Context: an optimization exercise on an open-source flow, tuned for small area, a short achievable clock period and few clock cycles. The choices shown serve that exercise and are no tape-out recipe. Where RTL was checked, it was by simulation tests only, not by an equivalence proof against the original. No functional check of the RTL was part of runs 2, 3 and 5. Power figures rest on the tool's default switching activity, not on a simulated workload.

[design/flow/constraint.sdc]
create_clock -name core_clock -period 10.0 [get_ports {clk}]
set_input_delay 2.0000 -clock core_clock [delete_from_list [all_inputs] [get_ports {clk}]]
set_output_delay 2.0000 -clock core_clock [all_outputs]
set_load 0.01 [all_outputs]
[design/flow/config.mk]
export PLATFORM = sky130hd
export DESIGN_NAME = rle_tx_encoder
export DESIGN_NICKNAME = rle_tx_encoder
export VERILOG_FILES = /design/flow/design.v
export SDC_FILE = /design/flow/constraint.sdc
export NUM_CORES = 4
export LEC_CHECK = 0
export CAP_MARGIN = 20
export CORE_MARGIN = 2
export CORE_UTILIZATION = 40
export SLEW_MARGIN = 20
[design/flow/design.v]
module rle_tx_encoder (
    input  wire        clk,
    input  wire        rst,         
    input  wire        start,       
    input  wire        seg_new,     
    input  wire [15:0] width,       
    output wire        ready,
    output reg         rd_en,
    output reg  [15:0] rd_addr,
    input  wire [23:0] rd_data,
    output reg         out_valid,
    output reg  [7:0]  out_data,
    input  wire        out_ready,
    output wire [31:0] chk_value,
    output wire [31:0] byte_count
);
    localparam [16:0] X = 17'd65513;
    localparam        D = 4;             
    reg        rdy;
    reg [15:0] w;
    assign ready = rdy;
    wire accept = rdy && start;
    reg        rtag_s;        
    reg        rtag_first, rtag_last;
    reg        s1v, s1first, s1last;    
    reg        f1v;                     
    reg        p2v, p2first, p2last;    
    reg        e2;                      
    reg [15:0] sa;            
    reg        sfirst;        
    reg        sdone;         
    reg [23:0] prev;
    reg [15:0] ea;            
    reg [23:0] pix;
    reg        pv;            
    reg [1:0]  bsel;          
    reg        ekind;
    reg [6:0]  erem;          
    reg [7:0]  fm [0:D-1];
    reg [1:0]  fwp, frp;
    reg [2:0]  fcnt;
    wire       fempty = (fcnt == 3'd0);
    wire       ffull  = (fcnt == D);
    wire [7:0] fhead  = fm[frp];
    reg [1:0]  open;          
    reg [6:0]  pcnt;          
    reg        eprev;         
    reg [1:0]  fin;           
    reg        pdone;         
    reg [15:0] ca, cb, ci;
    reg [31:0] bc;
    reg        av;
    assign chk_value  = {ca, cb};
    assign byte_count = bc;
    wire ofree = !out_valid || out_ready;
    wire xfer  = out_valid && out_ready;
    reg        do_proc, ej, nej;
    reg        push;
    reg [7:0]  pdesc;
    reg [1:0]  open_n;
    reg [6:0]  pcnt_n;
    always @(*) begin
        do_proc = 1'b0;
        ej      = eprev;
        nej     = 1'b0;
        if (fin == 2'd1) begin
            do_proc = !ffull;
        end else if (p2v && !p2first) begin
            do_proc = 1'b1;
            nej     = e2;
        end
        push   = 1'b0;
        pdesc  = {open[1], pcnt};
        open_n = open;
        pcnt_n = pcnt;
        if (do_proc) begin
            if (open == 2'd2 && pcnt != 7'd127 && ej) begin
                pcnt_n = pcnt + 7'd1;
            end else if (open == 2'd1 && pcnt != 7'd127 && !nej) begin
                pcnt_n = pcnt + 7'd1;
            end else begin
                push   = (open != 2'd0);
                open_n = nej ? 2'd2 : 2'd1;
                pcnt_n = 7'd0;
            end
        end
        if (fin == 2'd2 && !ffull) begin
            push   = 1'b1;
            open_n = 2'd0;
        end
    end
    wire pop = (bsel == 2'd0) && pv && !fempty && ofree;
    wire busy_fetch = (rd_en && !rtag_s) || f1v;
    wire fetch_req  = !rdy && (ea != w) && !busy_fetch && (!pv || bsel != 2'd0);
    wire [2:0] occ  = fcnt + {2'b0, rd_en && rtag_s} + {2'b0, s1v} + {2'b0, p2v};
    wire scan_req   = !rdy && !sdone && (occ < D);
    wire [15:0] sa_inc = sa + 16'd1;
    always @(posedge clk) begin
        if (rst) begin
            rd_en  <= 1'b0;
            rtag_s <= 1'b0;
            s1v    <= 1'b0;
            f1v    <= 1'b0;
            p2v    <= 1'b0;
            sdone  <= 1'b1;
        end else begin
            s1v     <= rd_en && rtag_s;
            s1first <= rtag_first;
            s1last  <= rtag_last;
            f1v     <= rd_en && !rtag_s;
            p2v     <= s1v;
            p2first <= s1first;
            p2last  <= s1last;
            if (accept) begin
                rd_en  <= 1'b0;
                sa     <= 16'd0;
                sfirst <= 1'b1;
                sdone  <= 1'b0;
            end else if (fetch_req) begin
                rd_en   <= 1'b1;
                rd_addr <= ea;
                rtag_s  <= 1'b0;
            end else if (scan_req) begin
                rd_en      <= 1'b1;
                rd_addr    <= sa;
                rtag_s     <= 1'b1;
                rtag_first <= sfirst;
                rtag_last  <= (sa_inc == w);
                sfirst     <= 1'b0;
                sa         <= sa_inc;
                sdone      <= (sa_inc == w);
            end else begin
                rd_en <= 1'b0;
            end
        end
    end
    always @(posedge clk) begin
        if (s1v) begin
            prev <= rd_data;
            e2   <= (rd_data == prev);
        end
    end
    always @(posedge clk) begin
        if (rst) begin
            fwp   <= 2'd0;
            frp   <= 2'd0;
            fcnt  <= 3'd0;
            fin   <= 2'd0;
            pdone <= 1'b1;
            open  <= 2'd0;
        end else begin
            if (push) begin
                fm[fwp] <= pdesc;
                fwp     <= fwp + 2'd1;
            end
            if (pop)
                frp <= frp + 2'd1;
            fcnt <= fcnt + {2'b0, push} - {2'b0, pop};
            open <= open_n;
            pcnt <= pcnt_n;
            if (accept) begin
                pdone <= 1'b0;
                open  <= 2'd0;
            end
            if (p2v) begin
                eprev <= e2;
                if (p2last)
                    fin <= 2'd1;
            end
            if (fin == 2'd1 && !ffull)
                fin <= 2'd2;
            if (fin == 2'd2 && !ffull) begin
                fin   <= 2'd0;
                pdone <= 1'b1;
            end
        end
    end
    wire cap = f1v && (!pv || (bsel == 2'd3 && ofree));
    always @(posedge clk) begin
        if (rst) begin
            pv        <= 1'b0;
            bsel      <= 2'd0;
            out_valid <= 1'b0;
        end else begin
            if (accept)
                ea <= 16'd0;
            else if (pop && fhead[7])
                ea <= ea + {9'd0, fhead[6:0]};
            else if (cap)
                ea <= ea + 16'd1;
            if (cap)
                pix <= rd_data;
            if (ofree) begin
                out_valid <= 1'b0;
                case (bsel)
                    2'd0: if (pv && !fempty) begin
                        out_valid <= 1'b1;
                        out_data  <= fhead;
                        ekind     <= fhead[7];
                        erem      <= fhead[6:0];
                        bsel      <= 2'd1;
                    end
                    2'd1: if (pv) begin
                        out_valid <= 1'b1;
                        out_data  <= pix[7:0];
                        bsel      <= 2'd2;
                    end
                    2'd2: begin
                        out_valid <= 1'b1;
                        out_data  <= pix[15:8];
                        bsel      <= 2'd3;
                    end
                    default: begin
                        out_valid <= 1'b1;
                        out_data  <= pix[23:16];
                        if (!ekind && erem != 7'd0) begin
                            erem <= erem - 7'd1;
                            bsel <= 2'd1;
                        end else begin
                            bsel <= 2'd0;
                        end
                    end
                endcase
            end
            if (cap)
                pv <= 1'b1;
            else if (ofree && bsel == 2'd3)
                pv <= 1'b0;
        end
    end
    always @(posedge clk) begin
        if (rst)
            rdy <= 1'b1;
        else if (accept) begin
            rdy <= 1'b0;
            w   <= width;
        end else if (pdone && fempty && bsel == 2'd0 && !out_valid)
            rdy <= 1'b1;
    end
    wire [17:0] a_sum  = {2'b00, ca} + {2'b00, ci} + {10'd0, out_data};
    wire [17:0] a_next = (a_sum >= {X, 1'b0}) ? a_sum - {X, 1'b0} :
                         (a_sum >= {1'b0, X}) ? a_sum - {1'b0, X} : a_sum;
    wire [16:0] b_sum  = {1'b0, cb} + {1'b0, ca};
    wire [16:0] b_next = (b_sum >= X) ? b_sum - X : b_sum;
    wire [15:0] i_next = (ci == 16'd65512) ? 16'd0 : ci + 16'd1;
    always @(posedge clk) begin
        if (rst || (accept && seg_new)) begin
            ca <= 16'd0;
            cb <= 16'd1;
            ci <= 16'd1;
            bc <= 32'd0;
            av <= 1'b0;
        end else begin
            av <= xfer;
            if (xfer) begin
                ca <= a_next[15:0];
                ci <= i_next;
                bc <= bc + 32'd1;
            end
            if (av)
                cb <= b_next[15:0];
        end
    end
endmodule
[design/flow/run.sh]
#!/bin/bash
# synth_recipe.tcl (not shown) runs the flow's synth.tcl, then flattens the netlist and writes it again
# the make line also repeats each setting of config.mk as NAME=value (left out here)
make -C /OpenROAD-flow-scripts/flow DESIGN_CONFIG=/design/flow/config.mk WORK_HOME=/design/flow/orfs CLKGATE_MAP_FILE= SYNTH_SCRIPT=/design/flow/synth_recipe.tcl finish
==> impl_metrics.json, run 1 <==
{
  "cts_buffers": 34,
  "row_count": 70,
  "power_switching_w": 0.0007678,
  "design.final.nets": 1666,
  "launch_instance_of_the_worst_min_delay_path": "sfirst",
  "routed_wl_mm": 34.98,
  "power.share.clock_pct": 40.7,
  "yosys_warnings": 1,
  "max_cap_viol_count": 0,
  "worstReg2RegEnd": "ea[14]",
  "drt-pass1-iter-count": 4,
  "first_global_vias": 10140,
  "final_max_slew_viol_count": 0,
  "grt_start_max_net_pins": 50,
  "cts_buffer_depth": 3,
  "synthArstFlopShare_pct": 0,
  "post-route-drc-count": 0,
  "yosys.area.top_type_share_pct": 35.73,
  "syn_avg_cell_area_um2": 10.66,
  "grt_antenna_before_repair": 0,
  "power_frac_comb_pct": 14.5,
  "post_cts_resized": 0,
  "timing.critical_path.arrival_ns": 5.93,
  "timing.critical_path.to_type": "flop",
  "clk_pin_slew_ns": 0.06,
  "gp_congestion": 0.8555,
  "post_synth_edffs": 176,
  "hold-path-cell-count": 0,
  "cts.hold.buffers_added": 0,
  "chipWidth_um": 196.3,
  "sw_frac_of_total_pct": 25.85,
  "detailedPlacementHpwl_mm": 25.78,
  "mappedNetlistNets": 1517,
  "max_freq_mhz": 176.3,
  "worst_ir_drop_vdd_mv": 0.09935,
  "setup_viol": 0,
  "finalHoldViolations": 0,
  "fin_tns_setup_ns": 0,
  "drive_gt1_share_pct": 7.106,
  "timing.max_slew.rel_slack_pct": 29.49,
  "regToRegSetupSlack_ns": 5.41,
  "port_buffers": 135,
  "post-route-util_pct": 48.74,
  "syn-cell-area_um2": 14790,
  "worst_clock_skew_ns": 0.01792,
  "crit-reg2reg-launch": "bsel[0]",
  "cp.required_ns": 10.26,
  "ctsRootBufferMaster": "sky130_fd_sc_hd__clkbuf_16",
  "core_region_area_um2": 36520,
  "floorplan.die.height_um": 196.3,
  "number_of_unique_standard_cell_types_used_by_synthesis": 74,
  "final_min_period_over_clock_period_pct": 56.71,
  "initial_utilization_pct": 40.50,
  "drtAntennaViolNets": 0,
  "detailed_place.area_um2": 16700,
  "p_int_w": 0.002202,
  "crit_fanout": 10,
  "ys.flop_type": "sky130_fd_sc_hd__edfxtp_1",
  "i_o_pin_count": 136,
  "route.detailed.vias_per_inst": 5.261,
  "netlist_top_cells_count": "sky130_fd_sc_hd__edfxtp_1 (176), sky130_fd_sc_hd__nor2_1 (150), sky130_fd_sc_hd__xor2_1 (110)",
  "min_period_ns": 5.671,
  "place.detailed.instances": 1969,
  "pwr_density_cell_nw_per_um2": 166.9,
  "rsz_0062_raised_after_global_routing": "false",
  "min_delay_worst_endpoint": "rtag_first",
  "finish.cell_count_without_fillers": 2030,
  "numClockSinks": 282,
  "yosys_register_bits": 282,
  "postSynthCellCount": 1388,
  "area.growth.synth_to_final_pct": 20.34,
  "synth_top_area_cell": "sky130_fd_sc_hd__edfxtp_1",
  "netlist_top_cells_area": "sky130_fd_sc_hd__edfxtp_1 (36%), sky130_fd_sc_hd__dfxtp_1 (14%), sky130_fd_sc_hd__xor2_1 (6.5%), sky130_fd_sc_hd__ha_1 (6.0%), sky130_fd_sc_hd__xnor2_1 (4.5%)",
  "tritoncts": "done",
  "h-tree-depth": 2,
  "finalPower_w": 0.002970,
  "routed_wire_length_per_instance_um": 17.23,
  "criticalPathCategory": "input pin to flop",
  "p_seq_share_pct": 44.8,
  "post-synth-top-count-cell": "sky130_fd_sc_hd__edfxtp_1",
  "detailroute.via_count": 10680,
  "antenna_cells": 0,
  "final_design_area_no_fill_um2": 17800,
  "min-delay-path-class": "flop to flop",
  "p_leak_nw": 6.476,
  "tightest_slew_ns": 1.050,
  "status": "complete, no violations",
  "yosysSeqAreaShare_pct": 50.08,
  "post_cts_buffers": 0,
  "grt_pass1_wl_mm": 55.21,
  "grt_overflow": 0,
  "clk-insertion-delay-late_ns": 0.51,
  "drt_iter0_markers": 560,
  "grtUsageTotal_pct": 18.03,
  "die-area_um2": 38530,
  "reg2regPathDepth": 20,
  "crit_path_start_kind": "input pin"
}
[area by class of cell]
cell class / instances / area (um2)
clock inverter: 14 / 151.4
inverter: 41 / 153.9
fill: 3325 / 18720
timing repair buffer: 151 / 1471
sequential: 282 / 7407
tap: 468 / 585.6
multi-input combinational: 1027 / 7091
clock buffer: 47 / 940.9
[flip-flops by register name (all words and copies together), names as in the netlist, 8 cells and up, named ones only]
register / flops
sa: 16
ca: 16
out_data: 8
bc: 32
pix: 24
cb: 16
rd_addr: 16
ea: 16
fm: 32
w: 16
prev: 24
ci: 16
[layout by cell type, fill, tap and decap left out, drive strengths merged, types with 4 or more instances in the layout]
| cell | n |
|---|---|
| a211oi | 13 |
| a21o | 14 |
| a21oi | 83 |
| a221oi | 6 |
| a31oi | 10 |
| and2 | 13 |
| and3 | 29 |
| and4 | 5 |
| buf | 16 |
| clkbuf | 47 |
| clkdlybuf4s50 | 135 |
| clkinv | 8 |
| dfxtp | 106 |
| edfxtp | 176 |
| fa | 13 |
| ha | 71 |
| inv | 41 |
| mux2 | 17 |
| mux2i | 4 |
| mux4 | 8 |
| nand2 | 104 |
| nand2b | 13 |
| nand3 | 47 |
| nand4 | 22 |
| nor2 | 150 |
| nor2b | 18 |
| nor3 | 32 |
| nor3b | 6 |
| nor4 | 17 |
| o211ai | 7 |
| o21a | 10 |
| o21ai | 65 |
| o21bai | 7 |
| or2 | 4 |
| or3 | 10 |
| xnor2 | 76 |
| xor2 | 110 |
[power by group through the flow]
stage | combinational (W) | clock, W | sequential, W
after floorplan | 0.000283 | 0 | 0.00135
after global placement | 0.000427 | 0 | 0.00136
after detailed placement | 0.000432 | 0 | 0.00136
after CTS | 0.000435 | 0.00124 | 0.00133
after global routing | 0.000481 | 0.00129 | 0.00134
final | 0.000431 | 0.00121 | 0.00133
[metrics by stage]
step	setup slack, ns	hold slack, ns
2_1_floorplan	5.138	0.4003
3_3_place_gp	3.970	0.4047
3_5_place_dp	3.882	0.4065
4_1_cts	4.402	0.4174
5_1_grt	4.055	0.4340
6_report	4.329	0.4172
[logic make-up (layout without fill, tap and decap cells)]
kind of cell             count (synthesis)  count (layout)  share of synthesized area, %
XOR/XNOR                               186             186                         11.01
multiplexers                            29              29                         2.783
AO/OA/AOI/OAI                          247             247                         10.38
adder cells (fa/ha/maj)                 84              84                         7.765
buffers and inverters                   79             253                         2.081
flip-flops                             282             282                         50.08
AND/OR/NAND/NOR                        481             481                         15.90
[worst max-delay path: stages]
cell and delay [ns]:
sky130_fd_sc_hd__clkdlybuf4s50_1 0.63, sky130_fd_sc_hd__nor2_1 0.17, sky130_fd_sc_hd__nor3_1 0.87, sky130_fd_sc_hd__nand2_1 0.14, sky130_fd_sc_hd__or2_2 0.34, sky130_fd_sc_hd__ha_1 0.20
sky130_fd_sc_hd__inv_1 0.07, sky130_fd_sc_hd__fa_1 0.18, sky130_fd_sc_hd__nor2b_1 0.06, sky130_fd_sc_hd__o21ai_0 0.14, sky130_fd_sc_hd__nand2b_1 0.11, sky130_fd_sc_hd__a21oi_1 0.16
sky130_fd_sc_hd__o21bai_1 0.11, sky130_fd_sc_hd__a21o_1 0.19, sky130_fd_sc_hd__nand2_1 0.12, sky130_fd_sc_hd__nor2_1 0.08, sky130_fd_sc_hd__nand4_1 0.10, sky130_fd_sc_hd__xor2_1 0.17
sky130_fd_sc_hd__nor2_1 0.06
[metal layers]
| metal | part of all wire, % | global-route usage [%] | wire (um) |
|---|---|---|---|
| met1 | 45 | 23.88 | 15890 |
| met2 | 48 | 30.80 | 16950 |
| met3 | 4.2 | 2.837 | 1473 |
| met4 | 1.9 | 4.630 | 666 |
| met5 | 0 | 0 | 0 |
[worst max path at each step]
stage	cells past startpoint	endpoint	slack (ns)	from
3_5_place_dp	19	ea[14]	3.88	out_ready
6_report	19	ea[14]	4.33	out_ready
5_1_grt	19	ea[14]	4.06	out_ready
2_1_floorplan	18	ea[14]	5.14	out_ready
4_1_cts	19	ea[14]	4.40	out_ready
3_3_place_gp	19	ea[14]	3.97	out_ready
Testbench counts, summed over its fixed seeds: cycles 64,452.
==> inputs of run 2 (changes only) <==
--- a/design/flow/design.v
+++ b/design/flow/design.v
@@ -37,11 +37,11 @@
     reg        ekind;
     reg [6:0]  erem;          
     reg [7:0]  fm [0:D-1];
-    reg [1:0]  fwp, frp;
-    reg [2:0]  fcnt;
-    wire       fempty = (fcnt == 3'd0);
-    wire       ffull  = (fcnt == D);
-    wire [7:0] fhead  = fm[frp];
+    reg [2:0]  fwp, frp;      
+    wire [2:0] fcnt   = fwp - frp;
+    wire       fempty = (fwp == frp);
+    wire       ffull  = (fwp == {~frp[2], frp[1:0]});
+    wire [7:0] fhead  = fm[frp[1:0]];
     reg [1:0]  open;          
     reg [6:0]  pcnt;          
     reg        eprev;         
@@ -142,20 +142,18 @@
     end
     always @(posedge clk) begin
         if (rst) begin
-            fwp   <= 2'd0;
-            frp   <= 2'd0;
-            fcnt  <= 3'd0;
+            fwp   <= 3'd0;
+            frp   <= 3'd0;
             fin   <= 2'd0;
             pdone <= 1'b1;
             open  <= 2'd0;
         end else begin
             if (push) begin
-                fm[fwp] <= pdesc;
-                fwp     <= fwp + 2'd1;
+                fm[fwp[1:0]] <= pdesc;
+                fwp          <= fwp + 3'd1;
             end
             if (pop)
-                frp <= frp + 2'd1;
-            fcnt <= fcnt + {2'b0, push} - {2'b0, pop};
+                frp <= frp + 3'd1;
             open <= open_n;
             pcnt <= pcnt_n;
             if (accept) begin
@@ -176,6 +174,8 @@
         end
     end
     wire cap = f1v && (!pv || (bsel == 2'd3 && ofree));
+    wire        ea_skip = (bsel == 2'd0) && pv;
+    wire [15:0] ea_add  = ea + (ea_skip ? {9'd0, fhead[6:0]} : 16'd1);
     always @(posedge clk) begin
         if (rst) begin
             pv        <= 1'b0;
@@ -184,10 +184,8 @@
         end else begin
             if (accept)
                 ea <= 16'd0;
-            else if (pop && fhead[7])
-                ea <= ea + {9'd0, fhead[6:0]};
-            else if (cap)
-                ea <= ea + 16'd1;
+            else if ((pop && fhead[7]) || cap)
+                ea <= ea_add;
             if (cap)
                 pix <= rd_data;
             if (ofree) begin
@@ -237,11 +235,13 @@
         end else if (pdone && fempty && bsel == 2'd0 && !out_valid)
             rdy <= 1'b1;
     end
-    wire [17:0] a_sum  = {2'b00, ca} + {2'b00, ci} + {10'd0, out_data};
-    wire [17:0] a_next = (a_sum >= {X, 1'b0}) ? a_sum - {X, 1'b0} :
-                         (a_sum >= {1'b0, X}) ? a_sum - {1'b0, X} : a_sum;
-    wire [16:0] b_sum  = {1'b0, cb} + {1'b0, ca};
-    wire [16:0] b_next = (b_sum >= X) ? b_sum - X : b_sum;
+    wire [17:0] a_s0 = {2'b00, ca} + {2'b00, ci} + {10'd0, out_data};
+    wire [17:0] a_s1 = {2'b00, ca} + {2'b00, ci} + {10'd0, out_data} + 18'd23;   
+    wire [17:0] a_s2 = {2'b00, ca} + {2'b00, ci} + {10'd0, out_data} + 18'd46;   
+    wire [15:0] a_next = a_s2[17] ? a_s2[15:0] : (a_s1[17:16] != 2'b00) ? a_s1[15:0] : a_s0[15:0];
+    wire [16:0] b_s0 = {1'b0, cb} + {1'b0, ca};
+    wire [16:0] b_s1 = {1'b0, cb} + {1'b0, ca} + 17'd23;                         
+    wire [15:0] b_next = b_s1[16] ? b_s1[15:0] : b_s0[15:0];
     wire [15:0] i_next = (ci == 16'd65512) ? 16'd0 : ci + 16'd1;
     always @(posedge clk) begin
         if (rst || (accept && seg_new)) begin
@@ -253,12 +253,12 @@
         end else begin
             av <= xfer;
             if (xfer) begin
-                ca <= a_next[15:0];
+                ca <= a_next;
                 ci <= i_next;
                 bc <= bc + 32'd1;
             end
             if (av)
-                cb <= b_next[15:0];
+                cb <= b_next;
         end
     end
 endmodule
--- a/design/flow/config.mk
+++ b/design/flow/config.mk
@@ -8,4 +8,5 @@
 export CAP_MARGIN = 20
 export CORE_MARGIN = 2
 export CORE_UTILIZATION = 40
+export SETUP_SLACK_MARGIN = 5
 export SLEW_MARGIN = 20
==> run 2 against run 1 <==
Still clean. Largest cell class is now multi-input gates. Critical path type is now flop to flop. Setup slack better by 1.2 ns. Clock skew is 0.0017 ns lower. Cell count is 4.4% higher.
==> impl_metrics.json, run 2 <==
{
  "final_max_slew_viol_count": 0,
  "cp_cell_sequence": "fa_1 > ha_1 > inv_1 > fa_1 > nor2b_2 > o31a_2 > o21ai_2 > a311o_1 > a21o_1 > nor4_4 > mux2i_2 > nand3_1 > a211o_1 > xor2_1 > a21oi_1",
  "crit_path_start_kind": "flop",
  "number_of_unique_standard_cell_types_used_by_synthesis": 90,
  "setup_viol": 0,
  "clk_pin_slew_ns": 0.06,
  "regToRegSetupSlack_ns": 5.48,
  "crit_fanout": 8,
  "worst_clock_skew_ns": 0.01618,
  "netlist_top_cells_area": "sky130_fd_sc_hd__edfxtp_1 (35%), sky130_fd_sc_hd__dfxtp_1 (14%), sky130_fd_sc_hd__ha_1 (5.7%), sky130_fd_sc_hd__xor2_1 (5.2%), sky130_fd_sc_hd__xnor2_1 (4.8%)",
  "mappedNetlistNets": 1571,
  "criticalPathCategory": "flop to flop",
  "status": "complete, no violations",
  "synth-compound-area-share_pct": 12.13,
  "min-delay-path-class": "flop to flop",
  "syn-cell-area_um2": 15240,
  "drt-pass1-iter-count": 5,
  "postSynthCellCount": 1444,
  "drtAntennaViolNets": 0,
  "post-synth-top-count-cell": "sky130_fd_sc_hd__edfxtp_1",
  "grtUsageTotal_pct": 18.94,
  "post_cts_buffers": 0,
  "cts_buffers": 31,
  "initial_utilization_pct": 40.56,
  "cts_buffer_depth": 3,
  "main_combinational_cell_family_by_area_after_synthesis": "simple AND/OR/NAND/NOR gates",
  "yosys.area_share.adder_pct": 7.323,
  "min_period_ns": 4.520,
  "final.setup.worst_slack_ns": 5.480,
  "grt_pass1_wl_mm": 59.59,
  "yosys_register_bits": 281,
  "p_leak_nw": 6.630,
  "timing.max_slew.rel_slack_pct": 27.83,
  "drt_iter0_markers": 586,
  "p_int_w": 0.002102,
  "power_switching_w": 0.0006974,
  "placement.setup.worst_slack_ns": 5.199,
  "max_freq_mhz": 221.3,
  "final_min_period_over_clock_period_pct": 45.20,
  "holdWs_ns": 0.4268,
  "power.share.clock_pct": 40.6,
  "timing.critical_path.arrival_ns": 5.01,
  "i_o_pin_count": 136,
  "worst_path_most_repeated_cell": "sky130_fd_sc_hd__fa_1",
  "pwr_density_cell_nw_per_um2": 153.8,
  "route.detailed.vias_per_inst": 5.240,
  "syn_avg_cell_area_um2": 10.55,
  "min_delay_worst_endpoint": "p2first",
  "routed_wl_mm": 36.91,
  "power_frac_comb_pct": 12.6,
  "post-route-drc-count": 0,
  "h-tree-depth": 1,
  "netlist_top_cells_count": "sky130_fd_sc_hd__edfxtp_1 (176), sky130_fd_sc_hd__nor2_1 (140), sky130_fd_sc_hd__nand2_1 (126)",
  "gp_congestion": 0.8774,
  "row_count": 71,
  "grt_antenna_before_repair": 0,
  "yosys_warnings": 1,
  "area.growth.synth_to_final_pct": 19.42,
  "critPathLaunch": "out_data[1]",
  "worst_ir_drop_vdd_mv": 0.1402,
  "place.detailed.instances": 2062,
  "cp_slowest_cell": "sky130_fd_sc_hd__fa_1",
  "detailroute.via_count": 11110,
  "first_global_vias": 11080,
  "cts.hold.buffers_added": 0,
  "antenna_cells": 0,
  "post-route-util_pct": 48.43,
  "layout.cells.most_common_list": "sky130_fd_sc_hd__edfxtp_1 (176), sky130_fd_sc_hd__nor2_1 (139), sky130_fd_sc_hd__clkdlybuf4s50_1 (135)",
  "cp.required_ns": 10.50,
  "detailedPlacementHpwl_mm": 27.35,
  "grt_start_max_net_pins": 44,
  "numClockSinks": 281,
  "crit_path_max_incr_delay_ns": 0.56,
  "die-area_um2": 39680,
  "synthMuxAreaShare_pct": 3.374,
  "yosysSeqAreaShare_pct": 48.47,
  "post_synth_edffs": 176,
  "crit-reg2reg-launch": "out_data[1]",
  "finish.cell_count_without_fillers": 2120,
  "rsz_0062_raised_after_global_routing": "false",
  "clk-insertion-delay-late_ns": 0.58,
  "ctsRootBufferMaster": "sky130_fd_sc_hd__clkbuf_16",
  "port_buffers": 135,
  "yosys.area_share.simple_pct": 16.32,
  "p_seq_share_pct": 46.8,
  "finalHoldViolations": 0,
  "floorplan.die.height_um": 199.2,
  "design.final.nets": 1711,
  "tritoncts": "done",
  "synth_top_area_cell": "sky130_fd_sc_hd__edfxtp_1",
  "ys.flop_type": "sky130_fd_sc_hd__edfxtp_1",
  "yosys.area.top_type_share_pct": 34.68,
  "max_cap_viol_count": 0,
  "hold-path-cell-count": 0,
  "launch_instance_of_the_worst_min_delay_path": "s1first",
  "sw_frac_of_total_pct": 24.92,
  "routed_wire_length_per_instance_um": 17.41,
  "post_cts_resized": 0,
  "yosys.area_share.xor_xnor_pct": 10.11,
  "worstReg2RegEnd": "ca[15]",
  "synthArstFlopShare_pct": 0,
  "reg2regPathDepth": 15,
  "timing.critical_path.to_type": "flop",
  "grt_overflow": 0,
  "chipWidth_um": 199.2,
  "core_region_area_um2": 37580,
  "layout.cells.most_common": "sky130_fd_sc_hd__edfxtp_1",
  "tightest_slew_ns": 1.082,
  "drive_gt1_share_pct": 8.080,
  "fin_tns_setup_ns": 0
}
run 2: cell count changes in the layout (fill, tap and decap cells not counted), moves of 7 or more:
cell                      delta
sky130_fd_sc_hd__nor2_1     -10
sky130_fd_sc_hd__nor4_1      -7
sky130_fd_sc_hd__mux2_2      +7
sky130_fd_sc_hd__xor2_1     -19
sky130_fd_sc_hd__o21ai_0     +8
sky130_fd_sc_hd__xnor2_1     +7
sky130_fd_sc_hd__nand2_1    +24
sky130_fd_sc_hd__or3_1      +17
run 2: metrics by stage:
step                      total power [W]  instance area [um2]
final                            0.002799                18200
after global routing             0.002919                18200
after CTS                        0.002831                18200
after detailed placement         0.001686                17180
after global placement           0.001682                17180
after floorplan                  0.001555                15240
run 2: cell type report:
cell class,instances,area (um2)
Fill cell,3460,19380
Multi-Input combinational cell,1076,7527
Sequential cell,281,7387
Timing Repair Buffer,148,1449
Clock buffer,52,928.4
Tap cell,511,639.4
Inverter,46,172.7
Clock inverter,6,95.09
run 2: cells by family after synthesis:
family                     count (synthesis)
muxes                                     38
xor gates and xnor gates                 175
AOI/OAI and AO/OA                        279
adders and majority gates                 82
DFF                                      281
and+or+nand+nor                          502
buffers and inverters                     87
run 2: worst max path at each step:
stage                     endpoint
final                       ca[15]
after global routing        ca[15]
after CTS                   ca[15]
after detailed placement    bc[31]
after global placement      bc[31]
after floorplan             ca[15]
run 2: worst max-delay path: cells and delay by family, from the launching register on:
family | cells | cell delay (ns)
AND/OR/NAND/NOR | 3 | 0.71
multiplexers | 1 | 0.55
adder cells (fa/ha/maj) | 3 | 1.20
AO/OA/AOI/OAI | 6 | 1.35
XOR/XNOR | 1 | 0.15
flip-flops | 1 | 0.42
buffers and inverters | 1 | 0.07
run 2: power by group through the flow:
stage / clock, W / combinational (W) / sequential (W)
floorplan: 0 / 0.000229 / 0.00133
global placement: 0 / 0.000348 / 0.00133
detailed placement: 0 / 0.000351 / 0.00133
CTS: 0.00117 / 0.000354 / 0.00131
global route: 0.00121 / 0.000395 / 0.00131
finish: 0.00114 / 0.000353 / 0.00131
run 2: per-layer routing:
metal | vias to the layer above | global-route usage [%] | share of wire, %
met4 | 0 | 5.141 | 2.6
met1 | 5301 | 24.86 | 45
li1 | 5542 | - | -
met5 | - | 0 | 0
met2 | 214 | 32.83 | 49
met3 | 51 | 2.481 | 3.8
==> inputs of run 3 (changes only) <==
==> design/flow/flow/run.sh (new file) <==
#!/bin/bash
# Standard ORFS layout with stronger port buffers and a tighter repair target.
set -euo pipefail
export BUFFER_PORTS_ARGS="-buffer_cell sky130_fd_sc_hd__buf_2"
export SETUP_SLACK_MARGIN=6.5
bash standard.sh > flow_make.log 2>&1
==> design/flow/standard.sh (new file) <==
#!/bin/bash
# synth_recipe.tcl (not shown) runs the flow's synth.tcl, then flattens the netlist and writes it again
# the make line also repeats each setting of config.mk as NAME=value (left out here)
make -C /OpenROAD-flow-scripts/flow DESIGN_CONFIG=/design/flow/config.mk WORK_HOME=/design/flow/orfs CLKGATE_MAP_FILE= SYNTH_SCRIPT=/design/flow/synth_recipe.tcl "${@:-finish}"
--- a/design/flow/config.mk
+++ b/design/flow/config.mk
@@ -8,5 +8,4 @@
 export CAP_MARGIN = 20
 export CORE_MARGIN = 2
 export CORE_UTILIZATION = 40
-export SETUP_SLACK_MARGIN = 5
 export SLEW_MARGIN = 20
removed: design/flow/run.sh
==> run 3 against run 2 <==
Synthesized cell count stayed put. Sequential power hardly changed. Flip-flop and latch count did not move. Design area increased by 2.6%. Critical path depth unchanged. Non-clock buffer count grew 47. Global-route usage rose by 0.13 points. Setup slack better by 0.55 ns.
==> impl_metrics.json, run 3 <==
{
  "post_synth_edffs": 176,
  "i_o_pin_count": 136,
  "number_of_unique_standard_cell_types_used_by_synthesis": 90,
  "synth-compound-area-share_pct": 12.13,
  "yosys.area_share.xor_xnor_pct": 10.11,
  "yosys_register_bits": 281,
  "timing.critical_path.to_type": "flop",
  "crit_path_max_incr_delay_ns": 0.55,
  "drive_gt1_share_pct": 24.25,
  "drt_iter0_markers": 640,
  "grt_start_max_net_pins": 44,
  "grt_antenna_before_repair": 0,
  "first_global_vias": 11040,
  "design.final.nets": 1762,
  "criticalPathCategory": "flop to flop",
  "power_switching_w": 0.0007624,
  "ys.flop_type": "sky130_fd_sc_hd__edfxtp_1",
  "synthMuxAreaShare_pct": 3.374,
  "h-tree-depth": 2,
  "final_max_slew_viol_count": 0,
  "detailedPlacementHpwl_mm": 27.17,
  "netlist_top_cells_area": "sky130_fd_sc_hd__edfxtp_1 (35%), sky130_fd_sc_hd__dfxtp_1 (14%), sky130_fd_sc_hd__ha_1 (5.7%), sky130_fd_sc_hd__xor2_1 (5.2%), sky130_fd_sc_hd__xnor2_1 (4.8%)",
  "worst_ir_drop_vdd_mv": 0.1252,
  "max_freq_mhz": 251.7,
  "port_buffers": 135,
  "detailroute.via_count": 11500,
  "area.growth.synth_to_final_pct": 22.57,
  "pwr_density_cell_nw_per_um2": 157.5,
  "worst_clock_skew_ns": 0.02455,
  "placement.setup.worst_slack_ns": 5.593,
  "min_period_ns": 3.973,
  "critical-path-top-delay-family": "compound AO/OA/AOI/OAI gates",
  "clk_pin_slew_ns": 0.06,
  "netlist_top_cells_count": "sky130_fd_sc_hd__edfxtp_1 (176), sky130_fd_sc_hd__nor2_1 (140), sky130_fd_sc_hd__nand2_1 (126)",
  "fin_tns_setup_ns": 0,
  "row_count": 71,
  "routed_wire_length_per_instance_um": 17.50,
  "gp_congestion": 0.9042,
  "cp_cell_sequence": "fa_1 > ha_4 > inv_2 > fa_2 > nor2b_4 > o31a_4 > o21ai_4 > a311o_1 > a21o_1 > nor4_4 > mux2i_4 > nand3_2 > a211o_1 > xor2_1 > a21oi_1",
  "cts_buffers": 35,
  "yosys.area_share.simple_pct": 16.32,
  "layout.cells.most_common": "sky130_fd_sc_hd__edfxtp_1",
  "crit_path_start_kind": "flop",
  "finalHoldViolations": 0,
  "die-area_um2": 39680,
  "cp.required_ns": 10.41,
  "rsz_0062_raised_after_global_routing": "true",
  "tritoncts": "done",
  "reg2regPathDepth": 15,
  "power.share.clock_pct": 41.9,
  "syn_avg_cell_area_um2": 10.55,
  "routed_wl_mm": 38.04,
  "core_region_area_um2": 37580,
  "power_frac_comb_pct": 13.6,
  "timing.critical_path.arrival_ns": 4.39,
  "critical_path_depth": 15,
  "hold-path-cell-count": 0,
  "status": "complete, no violations",
  "post-synth-top-count-cell": "sky130_fd_sc_hd__edfxtp_1",
  "clk-insertion-delay-late_ns": 0.54,
  "max_cap_viol_count": 0,
  "grt_overflow": 0,
  "timing.max_slew.rel_slack_pct": 31.08,
  "post-route-util_pct": 49.71,
  "final.setup.worst_slack_ns": 6.027,
  "initial_utilization_pct": 40.56,
  "drtAntennaViolNets": 0,
  "yosys.area.top_type_share_pct": 34.68,
  "floorplan.die.height_um": 199.2,
  "syn-cell-area_um2": 15240,
  "final_min_period_over_clock_period_pct": 39.73,
  "tightest_slew_ns": 1.034,
  "layout.cells.most_common_list": "sky130_fd_sc_hd__edfxtp_1 (176), sky130_fd_sc_hd__nor2_1 (135), sky130_fd_sc_hd__buf_2 (134)",
  "route.detailed.vias_per_inst": 5.290,
  "min-delay-path-class": "flop to flop",
  "synth_top_area_cell": "sky130_fd_sc_hd__edfxtp_1",
  "numClockSinks": 281,
  "place.detailed.instances": 2056,
  "grtUsageTotal_pct": 19.06,
  "grt_pass1_wl_mm": 59.20,
  "multiInputGateArea_um2": 8165,
  "yosys.area_share.adder_pct": 7.323,
  "sequential_cell_area_um2": 7410,
  "chipWidth_um": 199.2,
  "drt-pass1-iter-count": 5,
  "cp.buffers_inverters": 1,
  "main_combinational_cell_family_by_area_after_synthesis": "simple AND/OR/NAND/NOR gates",
  "finish.cell_count_without_fillers": 2174,
  "synthArstFlopShare_pct": 0,
  "num-fill-cells": 3466,
  "finalPower_w": 0.002942,
  "yosys_warnings": 1,
  "setup_viol": 0,
  "postSynthCellCount": 1444,
  "crit_fanout": 7,
  "cp_slowest_cell": "sky130_fd_sc_hd__fa_1",
  "post-route-drc-count": 0,
  "p_int_w": 0.002179,
  "ctsRootBufferMaster": "sky130_fd_sc_hd__clkbuf_16",
  "sw_frac_of_total_pct": 25.92,
  "yosysSeqAreaShare_pct": 48.47,
  "p_seq_share_pct": 44.5,
  "p_leak_nw": 7.169,
  "cts_buffer_depth": 3,
  "mappedNetlistNets": 1571
}
## run 3: cell counts after synthesis
Identical to the previous run, type by type.
## run 3: final cells by class
type                            count  share of cell area [%]
Multi-Input combinational cell   1076                   43.71
Sequential cell                   281                   39.67
Timing Repair Buffer              195                   6.229
Clock buffer                       49                   5.245
Tap cell                          511                   3.423
Inverter                           46                  0.9445
Clock inverter                     15                  0.7636
Antenna cell                        1                 0.01340
## run 3: power by group through the flow
stage	clock (W)	sequential (W)	combinational, W
2_1_floorplan	0	0.00133	0.000233
3_3_place_gp	0	0.00133	0.000330
3_5_place_dp	0	0.00133	0.000333
4_1_cts	0.00127	0.00131	0.000381
5_1_grt	0.00131	0.00131	0.000439
6_report	0.00123	0.00131	0.000399
## run 3: logic make-up (layout without fill, tap and decap cells)
family	after synthesis	count (layout)
compound gates	279	279
xor+xnor	175	175
fa+ha+maj	82	82
buf+inv	87	305
flops	281	281
mux	38	38
other cells	0	1
simple gates	502	502
## run 3: worst paths after layout
check | slack [ns] | start | end
min reg2reg | 0.43 | s1first | p2first
max reg2reg | 6.03 | out_data[1] | ca[15]
max | 6.03 | out_data[1] | ca[15]
min | 0.43 | s1first | p2first
## run 3: per-stage QoR
stage | area, um2 | hold slack, ns
floorplan | 15330 | 0.4003
finish | 18680 | 0.4264
global placement | 16530 | 0.4166
detailed placement | 16540 | 0.4068
CTS | 18340 | 0.4289
global route | 18680 | 0.4305
## run 3: repair_timing
action,4_1_cts,5_1_grt
hold buffers,0,0
setup endpoints to repair,90,117
buffers inserted,35,18
cloned,0,0
pin swaps,46,26
gates resized for setup,83,39
## run 3: routing by layer
| layer | vias to the layer above | part of all wire [%] | track usage [%] |
|---|---|---|---|
| li1 | 5631 | - | - |
| met1 | 5565 | 45 | 25.40 |
| met2 | 237 | 48 | 31.38 |
| met3 | 67 | 4.4 | 2.937 |
| met4 | 0 | 2.8 | 7.048 |
| met5 | - | 0 | 0 |
==> inputs of run 4 (changes only) <==
--- a/design/flow/design.v
+++ b/design/flow/design.v
@@ -50,6 +50,7 @@
     reg [15:0] ca, cb, ci;
     reg [31:0] bc;
     reg        av;
+    reg        ld;            
     assign chk_value  = {ca, cb};
     assign byte_count = bc;
     wire ofree = !out_valid || out_ready;
@@ -174,6 +175,16 @@
         end
     end
     wire cap = f1v && (!pv || (bsel == 2'd3 && ofree));
+    wire load = ofree && (bsel == 2'd0 ? (pv && !fempty) : (bsel != 2'd1 || pv));
+    reg [7:0] byte_n;
+    always @(*) begin
+        case (bsel)
+            2'd0:    byte_n = fhead;
+            2'd1:    byte_n = pix[7:0];
+            2'd2:    byte_n = pix[15:8];
+            default: byte_n = pix[23:16];
+        endcase
+    end
     wire        ea_skip = (bsel == 2'd0) && pv;
     wire [15:0] ea_add  = ea + (ea_skip ? {9'd0, fhead[6:0]} : 16'd1);
     always @(posedge clk) begin
@@ -188,29 +199,27 @@
                 ea <= ea_add;
             if (cap)
                 pix <= rd_data;
+            if (load)
+                out_data <= byte_n;
             if (ofree) begin
                 out_valid <= 1'b0;
                 case (bsel)
                     2'd0: if (pv && !fempty) begin
                         out_valid <= 1'b1;
-                        out_data  <= fhead;
                         ekind     <= fhead[7];
                         erem      <= fhead[6:0];
                         bsel      <= 2'd1;
                     end
                     2'd1: if (pv) begin
                         out_valid <= 1'b1;
-                        out_data  <= pix[7:0];
                         bsel      <= 2'd2;
                     end
                     2'd2: begin
                         out_valid <= 1'b1;
-                        out_data  <= pix[15:8];
                         bsel      <= 2'd3;
                     end
                     default: begin
                         out_valid <= 1'b1;
-                        out_data  <= pix[23:16];
                         if (!ekind && erem != 7'd0) begin
                             erem <= erem - 7'd1;
                             bsel <= 2'd1;
@@ -232,7 +241,7 @@
         else if (accept) begin
             rdy <= 1'b0;
             w   <= width;
-        end else if (pdone && fempty && bsel == 2'd0 && !out_valid)
+        end else if (pdone && fempty && bsel == 2'd0 && !out_valid && !ld)
             rdy <= 1'b1;
     end
     wire [17:0] a_s0 = {2'b00, ca} + {2'b00, ci} + {10'd0, out_data};
@@ -249,10 +258,12 @@
             cb <= 16'd1;
             ci <= 16'd1;
             bc <= 32'd0;
+            ld <= 1'b0;
             av <= 1'b0;
         end else begin
-            av <= xfer;
-            if (xfer) begin
+            ld <= load;
+            av <= ld;
+            if (ld) begin
                 ca <= a_next;
                 ci <= i_next;
                 bc <= bc + 32'd1;
==> run 4 against run 3 <==
Cell count down 0.87%. Critical path depth down 1. Total power down 6.4%. Worst hold slack worse by 0.0052 ns. Flip-flop and latch count up 1. Via count down 1.3%. Area after synthesis up 0.88%. Clock power down 12%. Global-route usage up 0.069 points. Combinational power down 7.3%. Setup slack better by 0.057 ns. Clock-buffer cell count down 8. Critical path type unchanged. Critical endpoint is now ca[5]. Largest cell class unchanged.
==> impl_metrics.json, run 4 <==
{
  "routed_wl_mm": 38.15,
  "ctsRootBufferMaster": "sky130_fd_sc_hd__clkbuf_16",
  "synth_top_area_cell": "sky130_fd_sc_hd__edfxtp_1",
  "crit_fanout": 4,
  "grt_antenna_before_repair": 0,
  "first_global_vias": 11330,
  "chipWidth_um": 200.0,
  "crit_path_start_kind": "flop",
  "crit_path_max_incr_delay_ns": 0.60,
  "finalPower_w": 0.002752,
  "criticalPathCategory": "flop to flop",
  "gp_congestion": 0.8440,
  "grtUsageTotal_pct": 19.13,
  "grt_start_max_net_pins": 46,
  "clk-insertion-delay-late_ns": 0.56,
  "layout.cells.most_common_list": "sky130_fd_sc_hd__edfxtp_1 (176), sky130_fd_sc_hd__nor2_1 (149), sky130_fd_sc_hd__buf_2 (135)",
  "drt-pass1-iter-count": 5,
  "synthArstFlopShare_pct": 0,
  "sequential_cell_area_um2": 7441,
  "fin_tns_setup_ns": 0,
  "yosys.area.top_type_share_pct": 34.38,
  "clk_pin_slew_ns": 0.06,
  "floorplan.die.height_um": 200.0,
  "critical-path-top-delay-family": "adder cells",
  "max_freq_mhz": 255.3,
  "multiInputGateArea_um2": 8204,
  "cts_buffer_depth": 3,
  "post_synth_edffs": 176,
  "rsz_0062_raised_after_global_routing": "true",
  "mappedNetlistNets": 1582,
  "min-delay-path-class": "flop to flop",
  "num-fill-cells": 3472,
  "final_max_slew_viol_count": 0,
  "finalHoldViolations": 0,
  "cp_cell_sequence": "fa_1 > inv_2 > fa_2 > nand2b_4 > a211o_4 > a21oi_4 > o211ai_1 > nor3_2 > nand4_1 > mux2_4 > a21boi_1 > mux2i_1 > xnor2_1 > a21oi_1",
  "initial_utilization_pct": 40.72,
  "drt_iter0_markers": 577,
  "max_cap_viol_count": 0,
  "core_region_area_um2": 37760,
  "setup_viol": 0,
  "grt_pass1_wl_mm": 60.66,
  "design.final.nets": 1748,
  "drtAntennaViolNets": 0,
  "tritoncts": "done",
  "netlist_top_cells_area": "sky130_fd_sc_hd__edfxtp_1 (34%), sky130_fd_sc_hd__dfxtp_1 (14%), sky130_fd_sc_hd__xor2_1 (6.6%), sky130_fd_sc_hd__ha_1 (5.7%), sky130_fd_sc_hd__xnor2_1 (4.3%)",
  "detailroute.via_count": 11360,
  "grt_overflow": 0,
  "antenna_cells": 0,
  "post-route-util_pct": 48.93,
  "i_o_pin_count": 136,
  "timing.critical_path.to_type": "flop",
  "die-area_um2": 40020,
  "ys.flop_type": "sky130_fd_sc_hd__edfxtp_1",
  "route.detailed.vias_per_inst": 5.270,
  "timing.max_slew.rel_slack_pct": 30.17,
  "h-tree-depth": 1,
  "routed_wire_length_per_instance_um": 17.70,
  "layout.cells.most_common": "sky130_fd_sc_hd__edfxtp_1",
  "post-route-drc-count": 0,
  "detailedPlacementHpwl_mm": 27.33,
  "worst_ir_drop_vdd_mv": 0.09954,
  "netlist_top_cells_count": "sky130_fd_sc_hd__edfxtp_1 (176), sky130_fd_sc_hd__nor2_1 (155), sky130_fd_sc_hd__nand2_1 (117)",
  "cp.buffers_inverters": 1,
  "numClockSinks": 282,
  "number_of_unique_standard_cell_types_used_by_synthesis": 89,
  "syn-cell-area_um2": 15370,
  "area.growth.synth_to_final_pct": 20.18,
  "post-synth-top-count-cell": "sky130_fd_sc_hd__edfxtp_1",
  "status": "complete, no violations",
  "yosys_register_bits": 282,
  "yosysSeqAreaShare_pct": 48.18,
  "syn_avg_cell_area_um2": 10.57,
  "worst_clock_skew_ns": 0.01376,
  "postSynthCellCount": 1455,
  "final_min_period_over_clock_period_pct": 39.16,
  "p_leak_nw": 7.059,
  "cp.required_ns": 10.42,
  "min_period_ns": 3.916,
  "holdWs_ns": 0.4212,
  "cp_slowest_cell": "sky130_fd_sc_hd__fa_1",
  "timing.critical_path.arrival_ns": 4.34,
  "cts_buffers": 31,
  "row_count": 71,
  "port_buffers": 135,
  "tightest_slew_ns": 1.046,
  "pwr_density_cell_nw_per_um2": 149.0,
  "drive_gt1_share_pct": 24.09,
  "yosys_warnings": 1
}
-- run 4: metrics by stage --
stage	std cells	area, um2	worst slack, ns
3_5_place_dp	2057	16620	5.508
4_1_cts	2135	18040	6.071
6_report	2155	18480	6.084
5_1_grt	2155	18480	5.931
2_1_floorplan	1455	15480	6.143
3_3_place_gp	2057	16610	5.608
-- run 4: final timing paths --
kind | startpoint | to | slack, ns | cells after the start
worst max-delay path | out_data[2] | ca[5] | 6.08 | 14
worst min register to register | s1first | p2first | 0.42 | 0
worst max register to register | out_data[2] | ca[5] | 6.08 | 14
worst min-delay path | s1first | p2first | 0.42 | 0
-- run 4: where the power goes --
| group | switching (W) | total, W | internal [W] |
|---|---|---|---|
| Sequential | 0.0000341 | 0.00131 | 0.00127 |
| Combinational | 0.000226 | 0.000370 | 0.000144 |
| Clock | 0.000467 | 0.00108 | 0.000610 |
-- run 4: layout make-up --
class	count	share of cell area (%)
repair buffers	180	5.770
clock buffers	41	4.510
clock inverters	15	0.6095
multi-input cells	1080	44.41
inverters	46	0.9684
well taps	511	3.461
flip-flops and latches	282	40.28
-- run 4: kinds of logic (layout without fill, tap and decap cells) --
logic type | count (synthesis) | count (layout) | synth area share (%)
AND/OR/NAND/NOR | 505 | 505 | 15.98
flip-flops | 282 | 282 | 48.18
multiplexers | 49 | 49 | 4.069
AO/OA/AOI/OAI | 252 | 253 | 11.09
adder cells (fa/ha/maj) | 82 | 82 | 7.260
XOR/XNOR | 191 | 191 | 10.93
buffers and inverters | 94 | 282 | 2.482
-- run 4: what timing repair did --
| item | CTS | global route |
|---|---|---|
| resized for setup | 57 | 64 |
| setup endpoints to repair | 105 | 136 |
| buffers inserted | 21 | 20 |
| hold buffers | 0 | 0 |
| cloned | 1 | 0 |
| pin swaps | 34 | 35 |
-- run 4: per-layer routing --
layer	routed length [um]	track usage [%]	vias to the layer above	share of wire (%)
li1	-	-	5580	-
met1	17000	25.29	5518	45
met2	18580	32.90	201	49
met3	1670	2.571	57	4.4
met4	893	5.432	0	2.3
met5	0	0	-	0
Testbench counts of run 4, summed over its fixed seeds: cycles 64,452.
==> inputs of run 5 (changes only) <==
--- a/design/flow/design.v
+++ b/design/flow/design.v
@@ -47,11 +47,9 @@
     reg        eprev;         
     reg [1:0]  fin;           
     reg        pdone;         
-    reg [15:0] ca, cb, ci;
     reg [31:0] bc;
     reg        av;
     reg        ld;            
-    assign chk_value  = {ca, cb};
     assign byte_count = bc;
     wire ofree = !out_valid || out_ready;
     wire xfer  = out_valid && out_ready;
@@ -235,27 +233,55 @@
                 pv <= 1'b0;
         end
     end
-    always @(posedge clk) begin
-        if (rst)
+    wire row_end = pdone && fempty && bsel == 2'd0 && !out_valid && !ld && !av;
+    wire settled;
+    reg  nrm;                                
+    always @(posedge clk) begin
+        if (rst) begin
             rdy <= 1'b1;
-        else if (accept) begin
+            nrm <= 1'b0;
+        end else if (accept) begin
             rdy <= 1'b0;
             w   <= width;
-        end else if (pdone && fempty && bsel == 2'd0 && !out_valid && !ld)
-            rdy <= 1'b1;
-    end
-    wire [17:0] a_s0 = {2'b00, ca} + {2'b00, ci} + {10'd0, out_data};
-    wire [17:0] a_s1 = {2'b00, ca} + {2'b00, ci} + {10'd0, out_data} + 18'd23;   
-    wire [17:0] a_s2 = {2'b00, ca} + {2'b00, ci} + {10'd0, out_data} + 18'd46;   
-    wire [15:0] a_next = a_s2[17] ? a_s2[15:0] : (a_s1[17:16] != 2'b00) ? a_s1[15:0] : a_s0[15:0];
-    wire [16:0] b_s0 = {1'b0, cb} + {1'b0, ca};
-    wire [16:0] b_s1 = {1'b0, cb} + {1'b0, ca} + 17'd23;                         
-    wire [15:0] b_next = b_s1[16] ? b_s1[15:0] : b_s0[15:0];
+        end else begin
+            nrm <= !rdy && row_end && !(nrm && settled);
+            if (nrm && settled)
+                rdy <= 1'b1;
+        end
+    end
+    reg [7:0]  al, ah, bl, bh;
+    reg [1:0]  ka, fa, kb, fb;
+    reg [15:0] ci;
+    assign chk_value = {ah, al, bh, bl};
+    assign settled   = (ka == 2'd0) && (fa == 2'd0) && (kb == 2'd0) && (fb == 2'd0);
+    function [6:0] x23;
+        input [2:0] k;
+        case (k)
+            3'd0:    x23 = 7'd0;
+            3'd1:    x23 = 7'd23;
+            3'd2:    x23 = 7'd46;
+            3'd3:    x23 = 7'd69;
+            default: x23 = 7'd92;
+        endcase
+    endfunction
+    wire [7:0]  a_il  = nrm ? 8'd0 : ci[7:0];
+    wire [7:0]  a_ih  = nrm ? 8'd0 : ci[15:8];
+    wire [7:0]  a_v   = nrm ? 8'd0 : out_data;
+    wire [9:0]  al_n  = {2'b0, al} + {2'b0, a_il} + {2'b0, a_v} + {3'b0, x23({1'b0, fa})};
+    wire [9:0]  ah_n  = {2'b0, ah} + {2'b0, a_ih} + {8'd0, ka};
+    wire [7:0]  b_al  = nrm ? 8'd0 : al;
+    wire [7:0]  b_ah  = nrm ? 8'd0 : ah;
+    wire [1:0]  b_ka  = nrm ? 2'd0 : ka;
+    wire [2:0]  b_k   = {1'b0, fb} + (nrm ? 3'd0 : {1'b0, fa});
+    wire [9:0]  bl_n  = {2'b0, bl} + {2'b0, b_al} + {3'b0, x23(b_k)};
+    wire [9:0]  bh_n  = {2'b0, bh} + {2'b0, b_ah} + {8'd0, b_ka} + {8'd0, kb};
+    wire        a_ge  = (ah == 8'hff) && (al >= 8'he9);
+    wire        b_ge  = (bh == 8'hff) && (bl >= 8'he9);
     wire [15:0] i_next = (ci == 16'd65512) ? 16'd0 : ci + 16'd1;
     always @(posedge clk) begin
         if (rst || (accept && seg_new)) begin
-            ca <= 16'd0;
-            cb <= 16'd1;
+            al <= 8'd0;  ah <= 8'd0;  ka <= 2'd0;  fa <= 2'd0;
+            bl <= 8'd1;  bh <= 8'd0;  kb <= 2'd0;  fb <= 2'd0;
             ci <= 16'd1;
             bc <= 32'd0;
             ld <= 1'b0;
@@ -264,12 +290,22 @@
             ld <= load;
             av <= ld;
             if (ld) begin
-                ca <= a_next;
                 ci <= i_next;
                 bc <= bc + 32'd1;
             end
-            if (av)
-                cb <= b_next;
+            if (nrm && settled) begin
+                if (a_ge) begin ah <= 8'd0; al <= al - 8'he9; end
+                if (b_ge) begin bh <= 8'd0; bl <= bl - 8'he9; end
+            end else begin
+                if (ld || nrm) begin
+                    {ka, al} <= al_n;
+                    {fa, ah} <= ah_n;
+                end
+                if (av || nrm) begin
+                    {kb, bl} <= bl_n;
+                    {fb, bh} <= bh_n;
+                end
+            end
         end
     end
 endmodule
--- a/design/flow/config.mk
+++ b/design/flow/config.mk
@@ -7,5 +7,7 @@
 export LEC_CHECK = 0
 export CAP_MARGIN = 20
 export CORE_MARGIN = 2
-export CORE_UTILIZATION = 40
+export CORE_UTILIZATION = 65
+export CTS_BUF_LIST = sky130_fd_sc_hd__clkbuf_4 sky130_fd_sc_hd__clkbuf_8
+export CTS_CLUSTER_SIZE = 30
 export SLEW_MARGIN = 20
==> run 5 against run 4 <==
Synthesized cell count is 0.27% higher. Die area is 37% lower. Area after synthesis is 1.9% higher. Total power is 0.29% lower. Routed wire length is 6.8% lower. Sequential share of layout area is 1.7 points higher. Largest power group unchanged. Clock power hardly changed. Largest cell class unchanged. Flip-flop and latch count is 9 higher. Global-route usage is 8.6 points higher. Via count is 1.3% higher.
==> impl_metrics.json, run 5 <==
{
  "status": "complete, no violations",
  "worst_ir_drop_vdd_mv": 0.1344,
  "postSynthCellCount": 1459,
  "yosys_warnings": 1,
  "finish.cell_count_without_fillers": 1987,
  "grt_pass1_wl_mm": 56.97,
  "drtAntennaViolNets": 0,
  "finalPower_w": 0.002744,
  "final.setup.worst_slack_ns": 6.543,
  "grt_start_max_net_pins": 70,
  "ctsRootBufferMaster": "sky130_fd_sc_hd__clkbuf_8",
  "layout.cells.most_common_list": "sky130_fd_sc_hd__edfxtp_1 (176), sky130_fd_sc_hd__nor2_1 (156), sky130_fd_sc_hd__buf_2 (134)",
  "chipWidth_um": 159.3,
  "routed_wl_mm": 35.56,
  "post_synth_edffs": 176,
  "number_of_unique_standard_cell_types_used_by_synthesis": 71,
  "gp_congestion": 0.8705,
  "grtUsageTotal_pct": 27.70,
  "detailedPlacementHpwl_mm": 24.70,
  "cp.buffers_inverters": 1,
  "numClockSinks": 291,
  "ys.flop_type": "sky130_fd_sc_hd__edfxtp_1",
  "core_region_area_um2": 23540,
  "yosys_register_bits": 291,
  "place.detailed.instances": 1876,
  "syn-cell-area_um2": 15670,
  "crit_path_start_kind": "flop",
  "cts_buffers": 48,
  "criticalPathCategory": "flop to flop",
  "tritoncts": "done",
  "crit-reg2reg-launch": "nrm",
  "critical-path-top-delay-family": "adder cells",
  "tightest_slew_ns": 0.9604,
  "mappedNetlistNets": 1627,
  "min_delay_worst_endpoint": "p2first",
  "min-delay-path-class": "flop to flop",
  "layout.cells.most_common": "sky130_fd_sc_hd__edfxtp_1",
  "antenna_cells": 0,
  "drt-pass1-iter-count": 7,
  "reg2regPathDepth": 16,
  "min_period_ns": 3.457,
  "pwr_density_cell_nw_per_um2": 151.5,
  "row_count": 56,
  "fin_tns_setup_ns": 0,
  "regToRegSetupSlack_ns": 6.54,
  "route.detailed.vias_per_inst": 5.787,
  "first_global_vias": 11320,
  "floorplan.die.height_um": 159.3,
  "crit_path_max_incr_delay_ns": 0.55,
  "hold-path-cell-count": 0,
  "die-area_um2": 25370,
  "design.final.nets": 1797,
  "yosysSeqAreaShare_pct": 48.42,
  "worst_clock_skew_ns": 0.02517,
  "final_min_period_over_clock_period_pct": 34.57,
  "setup_viol": 0,
  "h-tree-depth": 2,
  "p_leak_nw": 7.199,
  "synthArstFlopShare_pct": 0,
  "cp_slowest_cell": "sky130_fd_sc_hd__fa_2",
  "grt_antenna_before_repair": 0,
  "cts_buffer_depth": 3,
  "clk_pin_slew_ns": 0.06,
  "area.growth.synth_to_final_pct": 15.63,
  "max_freq_mhz": 289.3,
  "timing.critical_path.arrival_ns": 3.92,
  "detailed_place.area_um2": 16690,
  "post-synth-top-count-cell": "sky130_fd_sc_hd__edfxtp_1",
  "netlist_top_cells_area": "sky130_fd_sc_hd__edfxtp_1 (34%), sky130_fd_sc_hd__dfxtp_1 (15%), sky130_fd_sc_hd__ha_1 (7.1%), sky130_fd_sc_hd__xnor2_1 (5.3%), sky130_fd_sc_hd__fa_1 (4.3%)",
  "drive_gt1_share_pct": 20.80,
  "final_design_area_no_fill_um2": 18120,
  "timing.max_slew.rel_slack_pct": 35.97,
  "detailroute.via_count": 11500,
  "crit_fanout": 8,
  "max_cap_viol_count": 0,
  "worstReg2RegEnd": "kb[1]",
  "synth_top_area_cell": "sky130_fd_sc_hd__edfxtp_1",
  "initial_utilization_pct": 66.56,
  "placement.setup.worst_slack_ns": 5.630,
  "post-route-drc-count": 0,
  "grt_overflow": 0,
  "yosys.area.top_type_share_pct": 33.73,
  "finalHoldViolations": 0,
  "netlist_top_cells_count": "sky130_fd_sc_hd__edfxtp_1 (176), sky130_fd_sc_hd__nor2_1 (161), sky130_fd_sc_hd__dfxtp_1 (115)",
  "worst_path_most_repeated_cell": "sky130_fd_sc_hd__fa_2",
  "syn_avg_cell_area_um2": 10.74,
  "drt_iter0_markers": 768,
  "timing.critical_path.to_type": "flop",
  "cp_cell_sequence": "nor2_4 > and2_4 > fa_2 > inv_2 > xnor2_1 > nor2_1 > fa_2 > ha_4 > fa_2 > a21oi_2 > nor2_1 > nor2_2 > o21bai_1 > a21oi_2 > o21bai_1 > a32o_1",
  "i_o_pin_count": 136,
  "final_max_slew_viol_count": 0,
  "clk-insertion-delay-late_ns": 0.58,
  "launch_instance_of_the_worst_min_delay_path": "s1first",
  "cp.required_ns": 10.46,
  "port_buffers": 135,
  "rsz_0062_raised_after_global_routing": "true",
  "routed_wire_length_per_instance_um": 17.89
}
-- run 5: cell types whose count changed after synthesis, moves of 13 or more --
cell and delta:
sky130_fd_sc_hd__xor2_1 -53, sky130_fd_sc_hd__ha_1 +19, sky130_fd_sc_hd__and3_1 -13, sky130_fd_sc_hd__fa_1 +22, sky130_fd_sc_hd__nand2_1 -19, sky130_fd_sc_hd__xnor2_1 +19, sky130_fd_sc_hd__nor2b_1 +27, sky130_fd_sc_hd__inv_1 +25
-- run 5: cell families after synthesis --
group	share of synthesized area, %
simple gates	16.87
flops	48.42
compound gates	8.256
xor+xnor	9.031
fa+ha+maj	11.45
buf+inv	2.938
mux	3.034
-- run 5: cell type report --
cell class	count	area (um2)
inverters	71	276.5
clock inverters	26	180.2
multi-input cells	1050	7869
repair buffers	167	994.7
fillers	1653	5423
well taps	319	399.1
flip-flops and latches	291	7602
clock buffers	63	798.3
-- run 5: worst max path at each step --
| stage | start | end | slack, ns | cells after the start |
|---|---|---|---|---|
| final | nrm | kb[1] | 6.54 | 16 |
| after global routing | nrm | bl[5] | 6.39 | 17 |
| after CTS | nrm | al[7] | 6.47 | 13 |
| after detailed placement | start | fa[0] | 5.63 | 9 |
| after global placement | start | fa[0] | 5.68 | 9 |
| after floorplan | nrm | al[7] | 6.52 | 14 |
-- run 5: where the power goes --
part	internal [W]	total [W]	switching, W
clock	0.000577	0.00106	0.000486
combinational	0.000134	0.000333	0.000199
sequential	0.00131	0.00135	0.0000396
-- run 5: per-stage QoR --
| stage | hold slack (ns) | util, % |
|---|---|---|
| final | 0.4203 | 76.97 |
| after global routing | 0.4426 | 76.97 |
| after CTS | 0.4227 | 75.93 |
| after detailed placement | 0.4088 | 70.90 |
| after global placement | 0.4017 | 70.90 |
| after floorplan | 0.4003 | - |
-- run 5: metal layers --
layer / GRT usage [%] / share of wire (%)
met5: 0 / 0
met4: 9.421 / 2.6
met3: 4.168 / 5.4
met2: 47.33 / 50
met1: 36.42 / 42
-- run 5: what timing repair did --
| item | 4_1_cts | 5_1_grt |
|---|---|---|
| endpoints found under the setup margin | 110 | 48 |
| cloned | 0 | 2 |
| gates resized for setup | 30 | 34 |
| pin swaps | 16 | 32 |
| setup buffers | 12 | 8 |
| hold buffers | 0 | 0 |

port drivers added, routing unchanged:
No port has a modelled driver above. Below, the same layouts with a new extraction and two added sets of constraints.
Step 1: set_driving_cell puts a clkbuf_16 on clk and a buf_2 on each other input, an assumption about the parent block.
Step 2 adds t to the input delays and takes it off the output delays; t is the mean of the earliest and latest rising clock arrival at the registers after step 1. Input paths then give back, and output paths get back, about the clock's delay inside the block.
Slacks: ideal / step 1 / step 2; pairs: ideal / step 1.
run | t (ns) | setup slack, ns | worst hold slack (ns) | worst setup path at the end
run 1 | 0.559 | 4.329 / 4.361 / 3.801 | 0.417 / 0.417 / 0.417 | input to register
run 2 | 0.618 | 5.480 / 5.480 / 5.180 | 0.427 / 0.427 / 0.427 | input to register
run 3 | 0.585 | 6.027 / 6.027 / 6.011 | 0.426 / 0.426 / 0.426 | input to register
run 4 | 0.604 | 6.084 / 6.084 / 5.995 | 0.421 / 0.421 / 0.421 | input to register
run 5 | 0.618 | 6.543 / 6.543 / 5.991 | 0.420 / 0.420 / 0.420 | input to register
After both steps setup and hold are still met in every run listed. For run 5, which loses most, drivers alone change the setup slack by 0.000 ns; drivers and shift together by -0.552 ns.
